Source: an optimization exercise on an open RTL-to-GDS flow (aim: small area). Production flows keep margins and buffers that such runs may drop. The RTL was checked by simulation tests, not by an equivalence proof against the original design. Power and IR drop assume default switching activity.

==> umber: inputs <==
## fastled_cpe
module fastled_cpe (
    input  wire        clk,
    input  wire        rst,         
    input  wire        tick,        
    input  wire        reg_we,
    input  wire [3:0]  reg_addr,
    input  wire [31:0] reg_wdata,
    output reg  [31:0] reg_rdata,
    output wire        src_req,
    output wire [2:0]  src_op,
    output wire [1:0]  src_ch,
    input  wire [7:0]  src_byte,
    input  wire        src_more,
    output wire [7:0]  port_out,
    output wire        irq_en,
    output wire        busy
);
    localparam [2:0] S_PD   = 3'd0,    
                     S_SD   = 3'd1,    
                     S_LD   = 3'd2,    
                     S_ADV  = 3'd3,    
                     S_HAS  = 3'd4,    
                     S_BITS = 3'd5,    
                     S_GAP  = 3'd6,    
                     S_IDLE = 3'd7;
    reg [15:0] cnt, per, cmpa, cmpb;
    reg        ovf, ma, mb, en;
    reg [7:0]  port;
    reg        cfg_ok, done, c2, c4;
    reg [2:0]  st;
    reg [6:0]  sh;
    wire [1:0] ch   = {c4, c2};
    wire       zsel = done;
    wire [11:0] nlo  = {per[7:4], per[15:8]};
    wire        nlo0 = (nlo == 12'd0);
    wire idle    = (st == S_IDLE);
    wire [7:0] byte_in = zsel ? 8'h00 : src_byte;
    wire more    = zsel ? !(nlo0 && cnt[15:4] == 12'hFFF) : src_more;
    wire fall    = cfg_ok ? mb : ma;
    wire z7      = (sh[6:0] == 7'd0);
    wire        te   = tick & (en | !idle);
  ...
Settings: LEC_CHECK=0, CAP_MARGIN=20, CORE_MARGIN=2, CORE_UTILIZATION=60, CTS_BUF_LIST=sky130_fd_sc_hd__clkbuf_8, SLEW_MARGIN=20; clock period 10.0 ns.
standard.sh (not shown) runs the stock make flow with config.mk's settings and CLKGATE_MAP_FILE= SYNTH_SCRIPT=/design/flow/synth_recipe.tcl, a recipe that flattens the netlist after the stock synthesis.
==> flow/flow/run.sh <==
#!/bin/bash
# Layout flow: the standard synthesis, then the combinational logic is
# mapped again for area with a stronger ABC script, best of four seeds (every
# flip-flop kept as it is: same instances, names and cell types), then
# the standard layout
# from the floorplan on, with the port buffers made of buf_1 cells and a
# clock tree of clkbuf_8 cells without dummy loads.
# Each tool's output goes to a log file of its own in the work folder.
set -euo pipefail
cd "$(dirname "$0")/.."
W=$(pwd)
R=$W/orfs/results/$FLOW_PLATFORM/fastled_cpe/base
LIB=$FLOW_HOME/platforms/$FLOW_PLATFORM/lib/sky130_fd_sc_hd__tt_025C_1v80.lib

# 1. standard synthesis
bash standard.sh synth > $W/flow_1_synth.log 2>&1

# 2. re-map the combinational logic: four runs of ABC with different seeds
#    in parallel, keeping the smallest result
cp $R/1_2_yosys.v $W/1_2_yosys_standard.v
for S in 1 2 3 4; do
  LIB=$LIB NET_IN=$W/1_2_yosys_standard.v NET_OUT=$W/1_2_yosys_resyn$S.v \
    STAT_OUT=$W/resyn_stat$S.txt ABC_SCRIPT=$W/flow/abc$S.script \
    yosys -c $W/flow/resyn.tcl > $W/flow_2_resyn$S.log 2>&1 &
done
wait
BEST=""; BESTA=""
for S in 1 2 3 4; do
  A=$(grep "Chip area for module" $W/resyn_stat$S.txt | awk '{print $NF}' | tail -n 1 || true)
  [[ -n "$A" ]] || continue
  if [[ -z "$BEST" ]] || awk -v a="$A" -v b="$BESTA" 'BEGIN{exit !(a < b)}'; then BEST=$S; BESTA=$A; fi
done
[[ -n "$BEST" ]]
echo "resynthesis: kept run $BEST, area $BESTA" > $W/resyn_choice.txt
cp $W/1_2_yosys_resyn$BEST.v $R/1_2_yosys.v
rm -f $R/1_synth.odb $R/1_synth.sdc

# 3. standard layout from the re-mapped netlist; the constant outputs share
# one tie cell
export CTS_ARGS="-sink_clustering_enable -repair_clock_nets -buf_list sky130_fd_sc_hd__clkbuf_8 -dont_use_dummy_load"
export SKIP_REPAIR_TIE_FANOUT=1
export BUFFER_PORTS_ARGS="-buffer_cell sky130_fd_sc_hd__buf_1"
bash standard.sh > $W/flow_3_layout.log 2>&1
==> flow/flow/abc1.script <==
strash
&get -n
&deepsyn -T 30 -S 1
&dch -f
&nf -a -R 1000
&put
==> flow/flow/abc2.script <==
strash
&get -n
&deepsyn -T 30 -S 2
&dch -f
&nf -a -R 1000
&put
==> flow/flow/abc3.script <==
strash
&get -n
&deepsyn -T 30 -S 3
&dch -f
&nf -a -R 1000
&put
==> flow/flow/abc4.script <==
strash
&get -n
&deepsyn -T 30 -S 4
&dch -f
&nf -a -R 1000
&put
==> flow/flow/resyn.tcl <==
# Re-map the combinational logic of a mapped netlist with a stronger ABC script,
# keeping every flip-flop instance (its name and cell type) as it is.
yosys -import
set lib  $::env(LIB)
read_liberty -ignore_miss_func $lib
read_verilog $::env(NET_IN)
hierarchy -top fastled_cpe
# sequential cells stay instances; everything else is flattened into gates
setattr -mod -set keep_hierarchy 1 sky130_fd_sc_hd__df* sky130_fd_sc_hd__edf* sky130_fd_sc_hd__sdf* sky130_fd_sc_hd__dl*
flatten
yosys rename -hide w:*.*
opt_clean -purge
tee -o $::env(STAT_OUT).pre stat
abc -liberty $lib -dont_use *probe* -dont_use *lpflow* -script $::env(ABC_SCRIPT)
opt_clean -purge
hilomap -singleton -hicell sky130_fd_sc_hd__conb_1 HI -locell sky130_fd_sc_hd__conb_1 LO
insbuf -buf sky130_fd_sc_hd__buf_1 A X
splitnets
opt_clean -purge
select fastled_cpe
tee -o $::env(STAT_OUT) stat -liberty $lib
write_verilog -noattr -noexpr -nohex -nodec -selected $::env(NET_OUT)
==> inputs of sierra, as changes to umber <==
==> flow/design.v (replaced) <==
module fastled_cpe (
    input  wire        clk,
    input  wire        rst,         
    input  wire        tick,        
    input  wire        reg_we,
    input  wire [3:0]  reg_addr,
    input  wire [31:0] reg_wdata,
    output reg  [31:0] reg_rdata,
    output wire        src_req,
    output wire [2:0]  src_op,
    output wire [1:0]  src_ch,
    input  wire [7:0]  src_byte,
    input  wire        src_more,
    output wire [7:0]  port_out,
    output wire        irq_en,
    output wire        busy
);
    localparam [2:0] S_PD   = 3'd0,    
                     S_SD   = 3'd1,    
                     S_LD   = 3'd2,    
                     S_ADV  = 3'd3,    
                     S_HAS  = 3'd4,    
                     S_BITS = 3'd5,    
                     S_GAP  = 3'd6,    
                     S_IDLE = 3'd7;
    reg [15:0] cnt, per, cmpa, cmpb;
    reg        ovf, ma, mb, en;
    reg [7:0]  port;
    reg        cfg_ok, done, c2, c4;
    reg [2:0]  st;
    reg [8:0]  sh;
    reg [1:0]  ch;
    reg        zsel;
    wire [23:0] zrem = {cmpb[15:8], cmpa[15:8], per[15:8]};
    wire [23:0] zdec = zrem - 24'd1;
    wire idle    = (st == S_IDLE);
    wire [7:0] byte_in = zsel ? 8'h00 : src_byte;
    wire more    = zsel ? (zrem != 24'd0) : src_more;
    wire fall    = sh[8] ? mb : ma;
    wire z7      = (sh[6:0] == 7'd0);
    wire [15:0] inc  = cnt + 16'd1;
    wire        wrap = (inc[7:0] == per[7:0]) && (!idle || inc[15:8] == per[15:8]);
    wire [15:0] cn   = wrap ? 16'd0 : inc;
    wire        hita = (cn[7:0] == cmpa[7:0]) && (!idle || cn[15:8] == cmpa[15:8]);
    wire        hitb = (cn[7:0] == cmpb[7:0]) && (!idle || cn[15:8] == cmpb[15:8]);
    wire [3:0] hc_op   = reg_wdata[3:0];
    wire       hc_rsvd = (hc_op == 4'h0) || (hc_op > 4'h3) || (reg_wdata[7:4] != 4'h0) ||
                         ((hc_op != 4'h3) && (reg_wdata[31:8] != 24'd0));
    always @(posedge clk) begin
        if (rst) begin
            cnt <= 16'd0; per <= 16'd0; cmpa <= 16'd0; cmpb <= 16'd0;
            ovf <= 1'b0; ma <= 1'b0; mb <= 1'b0; en <= 1'b0;
            port <= 8'h00;
            cfg_ok <= 1'b0; done <= 1'b0; c2 <= 1'b0; c4 <= 1'b0;
            st <= S_IDLE;
            sh[6:0] <= 7'd0;
        end else begin
            if (tick && en) begin
                cnt <= cn;
                if (wrap) ovf <= 1'b1;
                if (hita) ma  <= 1'b1;
                if (hitb) mb  <= 1'b1;
            end
            if (tick && st[2] && st[1] && !z7)
                sh[6:0] <= sh[6:0] - 7'd1;
            case (st)
                S_IDLE: if (reg_we) begin
                    case (reg_addr)
                        4'h0: en   <= reg_wdata[0];
                        4'h2: per  <= reg_wdata[15:0];
                        4'h3: cmpa <= reg_wdata[15:0];
                        4'h4: cmpb <= reg_wdata[15:0];
                        4'h5: begin
                            if (reg_wdata[0]) ovf <= 1'b0;
                            if (reg_wdata[1]) ma  <= 1'b0;
                            if (reg_wdata[2]) mb  <= 1'b0;
                        end
                        4'h6: port <= reg_wdata[7:0];
                        4'h9: begin
                            if (hc_rsvd) begin
                                c2 <= 1'b0; c4 <= 1'b1;
                            end else if (hc_op == 4'h1) begin
                                cfg_ok <= 1'b1; c2 <= 1'b0; c4 <= 1'b0;
                            end else if (!cfg_ok) begin
                                c2 <= 1'b1; c4 <= 1'b0;
                            end else begin
                                zsel <= hc_op[0];
                                {cmpb[15:8], cmpa[15:8], per[15:8]} <= reg_wdata[31:8];
                                done <= 1'b0; c2 <= 1'b0; c4 <= 1'b0;
                                ch   <= 2'd0;
                                st   <= S_GAP;
                            end
                        end
                        default: ;
                    endcase
                end
                S_GAP: if (z7) st <= S_PD;
                S_PD: begin
                    port[3] <= 1'b0;
                    per[7:0] <= 8'd15; cmpa[7:0] <= 8'd4; cmpb[7:0] <= 8'd9;
                    cnt <= 16'd0; ovf <= 1'b0; ma <= 1'b0; mb <= 1'b0;
                    en  <= 1'b1;
                    st  <= S_LD;
                end
                S_LD: begin
                    sh <= {byte_in, 1'b1};
                    st <= (ch == 2'd0) ? S_HAS : S_BITS;
                end
                S_HAS: if (more) st <= S_SD;
                       else begin
                           en <= 1'b0; sh[6:0] <= 7'd100; done <= 1'b1; st <= S_IDLE;
                       end
                S_SD: st <= S_BITS;
                S_BITS: if (!port[3]) begin
                    if (ovf) begin
                        cnt <= 16'd0; ovf <= 1'b0; ma <= 1'b0; mb <= 1'b0;
                        port[3] <= 1'b1;
                    end
                end else if (fall) begin
                    port[3] <= 1'b0;
                    sh <= {sh[7:0], 1'b0};
                    if (z7) begin
                        if (ch == 2'd2) begin ch <= 2'd0; st <= S_ADV; end
                        else            begin ch <= ch + 2'd1; st <= S_LD; end
                    end
                end
                S_ADV: begin
                    sh <= {byte_in, 1'b1};
                    if (zsel) {cmpb[15:8], cmpa[15:8], per[15:8]} <= zdec;
                    st <= S_HAS;
                end
                default: ;
            endcase
        end
    end
    assign src_req  = (!st[2] || st == S_HAS) && !zsel;
    assign src_op   = st;
    assign src_ch   = ch;
    assign port_out = port;
    assign irq_en   = st[2] & st[1];
    assign busy     = !idle;
    always @(*) begin
        reg_rdata = 32'd0;
        case (reg_addr)
            4'h0: reg_rdata[1:0]  = {1'b1, en};
            4'h1: reg_rdata[15:0] = cnt;
            4'h2: reg_rdata[15:0] = per;
            4'h3: reg_rdata[15:0] = cmpa;
            4'h4: reg_rdata[15:0] = cmpb;
            4'h5: reg_rdata[2:0]  = {mb, ma, ovf};
            4'h6: reg_rdata[7:0]  = port;
            4'h7: reg_rdata[7:0]  = 8'h08;
            4'h8: reg_rdata[7:0]  = {1'b0, c4, c2, 1'b0, 1'b0, done, cfg_ok, !idle};
            4'hA: reg_rdata[7:0]  = 8'h08;
            4'hB: reg_rdata[7:0]  = 8'h04;
            4'hC: reg_rdata[7:0]  = 8'h05;
            4'hD: reg_rdata[7:0]  = 8'h06;
            default: ;
        endcase
    end
endmodule
==> flow/flow/run.sh (replaced) <==
#!/bin/bash
# Layout flow: the standard synthesis, then the combinational logic is
# mapped again for area with a stronger ABC script (every flip-flop kept as
# it is: same instances, names and cell types), then the standard layout
# from the floorplan on, with the port buffers made of buf_1 cells.
# Each tool's output goes to a log file of its own in the work folder.
set -euo pipefail
cd "$(dirname "$0")/.."
W=$(pwd)
R=$W/orfs/results/$FLOW_PLATFORM/fastled_cpe/base
LIB=$FLOW_HOME/platforms/$FLOW_PLATFORM/lib/sky130_fd_sc_hd__tt_025C_1v80.lib

# 1. standard synthesis
bash standard.sh synth > $W/flow_1_synth.log 2>&1

# 2. re-map the combinational logic
cp $R/1_2_yosys.v $W/1_2_yosys_standard.v
LIB=$LIB NET_IN=$W/1_2_yosys_standard.v NET_OUT=$W/1_2_yosys_resyn.v \
  STAT_OUT=$W/resyn_stat.txt ABC_SCRIPT=$W/flow/abc.script \
  yosys -c $W/flow/resyn.tcl > $W/flow_2_resyn.log 2>&1
cp $W/1_2_yosys_resyn.v $R/1_2_yosys.v
rm -f $R/1_synth.odb $R/1_synth.sdc

# 3. standard layout from the re-mapped netlist
export BUFFER_PORTS_ARGS="-buffer_cell sky130_fd_sc_hd__buf_1"
bash standard.sh > $W/flow_3_layout.log 2>&1
==> flow/flow/abc.script (new file) <==
strash
&get -n
&deepsyn -T 30
&dch -f
&nf -a -R 1000
&put
==> flow/config.mk (replaced) <==
export PLATFORM = sky130hd
export DESIGN_NAME = fastled_cpe
export DESIGN_NICKNAME = fastled_cpe
export VERILOG_FILES = /design/flow/design.v
export SDC_FILE = /design/flow/constraint.sdc
export NUM_CORES = 4
export LEC_CHECK = 0
export CAP_MARGIN = 20
export CORE_MARGIN = 2
export CORE_UTILIZATION = 40
export CTS_BUF_LIST = sky130_fd_sc_hd__clkbuf_8
export SLEW_MARGIN = 20
removed: flow/flow/abc1.script
removed: flow/flow/abc2.script
removed: flow/flow/abc3.script
removed: flow/flow/abc4.script
==> inputs of nickel, as changes to umber <==
--- a/flow/design.v
+++ b/flow/design.v
@@ -17,21 +17,23 @@
 );
     localparam [2:0] S_PD   = 3'd0,    
                      S_SD   = 3'd1,    
                      S_LD   = 3'd2,    
                      S_ADV  = 3'd3,    
                      S_HAS  = 3'd4,    
-                     S_BITS = 3'd5,    
-                     S_GAP  = 3'd6,    
-                     S_IDLE = 3'd7;
+                     S_BITS = 3'd6,    
+                     S_GAP  = 3'd7,    
+                     S_IDLE = 3'd5;
     reg [15:0] cnt, per, cmpa, cmpb;
     reg        ovf, ma, mb, en;
     reg [7:0]  port;
     reg        cfg_ok, done, c2, c4;
     reg [2:0]  st;
     reg [6:0]  sh;
+    localparam [6:0] GAP_START = 7'b1001000;
+    wire       sh_fb = (sh[6] ^ sh[5]) & !(sh[6] && sh[5:0] == 6'd0);
     wire [1:0] ch   = {c4, c2};
     wire       zsel = done;
     wire [11:0] nlo  = {per[7:4], per[15:8]};
     wire        nlo0 = (nlo == 12'd0);
     wire idle    = (st == S_IDLE);
     wire [7:0] byte_in = zsel ? 8'h00 : src_byte;
@@ -62,14 +64,14 @@
             cnt <= cn;
             if (te) begin
                 if (wrap) ovf <= 1'b1;
                 if (hita) ma  <= 1'b1;
                 if (hitb) mb  <= 1'b1;
             end
-            if (st[2] && st[1])
-                sh <= sh - {6'd0, tick & !z7};
+            if (st == S_GAP || st == S_IDLE)
+                if (tick) sh <= {sh[5:0], sh_fb};
             case (st)
                 S_IDLE: if (reg_we) begin
                     case (reg_addr)
                         4'h0: en   <= reg_wdata[0];
                         4'h2: per  <= reg_wdata[15:0];
                         4'h3: cmpa <= reg_wdata[15:0];
@@ -109,13 +111,13 @@
                     {cfg_ok, en, sh} <= {byte_in, 1'b1};
                     st <= (ch == 2'd0) ? S_HAS : S_BITS;
                 end
                 S_HAS: if (more) st <= S_SD;
                        else begin
                            en <= 1'b0; cnt[15:4] <= 12'd0;
-                           sh <= 7'd100; done <= 1'b1; cfg_ok <= 1'b1;
+                           sh <= GAP_START; done <= 1'b1; cfg_ok <= 1'b1;
                            st <= S_IDLE;
                        end
                 S_SD: st <= S_BITS;
                 S_BITS: if (!port[3]) begin
                     if (ovf) begin
                         cnt[3:0] <= 4'd0; ovf <= 1'b0; ma <= 1'b0; mb <= 1'b0;
@@ -139,13 +141,13 @@
         end
     end
     assign src_req  = (!st[2] || st == S_HAS) && !zsel;
     assign src_op   = st;
     assign src_ch   = ch;
     assign port_out = port;
-    assign irq_en   = st[2] & st[1];
+    assign irq_en   = (st == S_GAP || st == S_IDLE);
     assign busy     = !idle;
     always @(*) begin
         reg_rdata = 32'd0;
         case (reg_addr)
             4'h0: reg_rdata[1:0]  = {1'b1, en};
             4'h1: reg_rdata[15:0] = cnt;
==> flow/flow/run.sh (replaced) <==
#!/bin/bash
# Layout flow: the standard synthesis, then the combinational logic is
# mapped again for area with a stronger ABC script, best of eight seeds (every
# flip-flop kept as it is: same instances, names and cell types), then
# the standard layout
# from the floorplan on, with the port buffers made of buf_1 cells and a
# clock tree of clkbuf_8 cells without dummy loads.
# Each tool's output goes to a log file of its own in the work folder.
set -euo pipefail
cd "$(dirname "$0")/.."
W=$(pwd)
R=$W/orfs/results/$FLOW_PLATFORM/fastled_cpe/base
LIB=$FLOW_HOME/platforms/$FLOW_PLATFORM/lib/sky130_fd_sc_hd__tt_025C_1v80.lib

# 1. standard synthesis
bash standard.sh synth > $W/flow_1_synth.log 2>&1

# 2. re-map the combinational logic: eight runs of ABC with different seeds,
#    four at a time, keeping the smallest result
cp $R/1_2_yosys.v $W/1_2_yosys_standard.v
for B in "1 2 3 4" "5 6 7 8"; do
  for S in $B; do
    LIB=$LIB NET_IN=$W/1_2_yosys_standard.v NET_OUT=$W/1_2_yosys_resyn$S.v \
      STAT_OUT=$W/resyn_stat$S.txt ABC_SCRIPT=$W/flow/abc$S.script \
      yosys -c $W/flow/resyn.tcl > $W/flow_2_resyn$S.log 2>&1 &
  done
  wait
done
BEST=""; BESTA=""
for S in 1 2 3 4 5 6 7 8; do
  A=$(grep "Chip area for module" $W/resyn_stat$S.txt | awk '{print $NF}' | tail -n 1 || true)
  [[ -n "$A" ]] || continue
  if [[ -z "$BEST" ]] || awk -v a="$A" -v b="$BESTA" 'BEGIN{exit !(a < b)}'; then BEST=$S; BESTA=$A; fi
done
[[ -n "$BEST" ]]
echo "resynthesis: kept run $BEST, area $BESTA" > $W/resyn_choice.txt
cp $W/1_2_yosys_resyn$BEST.v $R/1_2_yosys.v
rm -f $R/1_synth.odb $R/1_synth.sdc

# 3. standard layout from the re-mapped netlist; the constant outputs share
# one tie cell
export CTS_ARGS="-sink_clustering_enable -repair_clock_nets -buf_list sky130_fd_sc_hd__clkbuf_8 -dont_use_dummy_load"
export SKIP_REPAIR_TIE_FANOUT=1
export BUFFER_PORTS_ARGS="-buffer_cell sky130_fd_sc_hd__buf_1"
bash standard.sh > $W/flow_3_layout.log 2>&1
==> flow/flow/abc5.script (new file) <==
strash
&get -n
&deepsyn -T 30 -S 5
&dch -f
&nf -a -R 1000
&put
==> flow/flow/abc6.script (new file) <==
strash
&get -n
&deepsyn -T 30 -S 6
&dch -f
&nf -a -R 1000
&put
==> flow/flow/abc7.script (new file) <==
strash
&get -n
&deepsyn -T 30 -S 7
&dch -f
&nf -a -R 1000
&put
==> flow/flow/abc8.script (new file) <==
strash
&get -n
&deepsyn -T 30 -S 8
&dch -f
&nf -a -R 1000
&put
==> comparison <==
Cell count: umber is higher than nickel (0.93%).
Register-to-register slack, highest first: sierra, umber, nickel.
The lowest combinational power belongs to nickel, the highest to sierra.
Clock power, highest first: sierra, umber, nickel.
Routed wire length: nickel is lower than umber (4.0%).
==> figures <==
| quantity | sierra | nickel | umber |
|---|---|---|---|
| Power of the clock network | 0.264 mW | 0.194 mW | 0.200 mW |
| Global Route met2 Usage | 40.5% | 59.4% | 62.9% |
| Worst-case hold slack | 0.500 ns | 0.495 ns | 0.507 ns |
| Part of the total power dissipated in combinational logic | 16.3% | 10.4% | 10.4% |
| CP startpoint | reg_addr[3] | st[1]$_SDFFE_PP0P_ | reg_addr[3] |
| Internal Dissipation | 0.568 mW | 0.465 mW | 0.465 mW |
| Pin count of the biggest net entering global routing | 40 | 38 | 31 |
| Final worst setup slack | 4.15 ns | 3.15 ns | 3.68 ns |
| Detailed placer's ending HPWL | 13,700 um | 12,600 um | 12,700 um |
| Core ar. | 13,100 um^2 | 7730 um^2 | 7810 um^2 |
| Status | finished clean | finished clean | finished clean |
| Critical path startpoint category | input port | flip-flop | input port |

## static timing again, ports no longer ideal
In the flow no input, the clock included, has a driving cell. The finished layouts below were timed again as built, in two steps.
Step 1 sets driving cells, clkbuf_16 on the clock port and buf_2 on the other inputs (assumed; they add their load-dependent delay and slew).
Step 2 adds t to the input delays and takes it off the output delays; t is the mean of the earliest and latest rising clock arrival at the registers after step 1. Input paths then give back, and output paths get back, about the clock's delay inside the block.
a / b / c = no drivers / after step 1 / after step 2; a / b = the first two.
run	t, ns	setup slack, ns	worst register clock-pin slew, ns
umber	0.387	3.678 / 3.658 / 3.650	0.09 / 0.09
sierra	0.410	4.148 / 4.128 / 4.128	0.10 / 0.10
nickel	0.378	3.146 / 3.146 / 3.022	0.09 / 0.09
After both steps setup and hold are still met in every run listed. The setup slack of nickel, which loses most, moves by 0.000 ns with the drivers and by -0.124 ns with both steps.
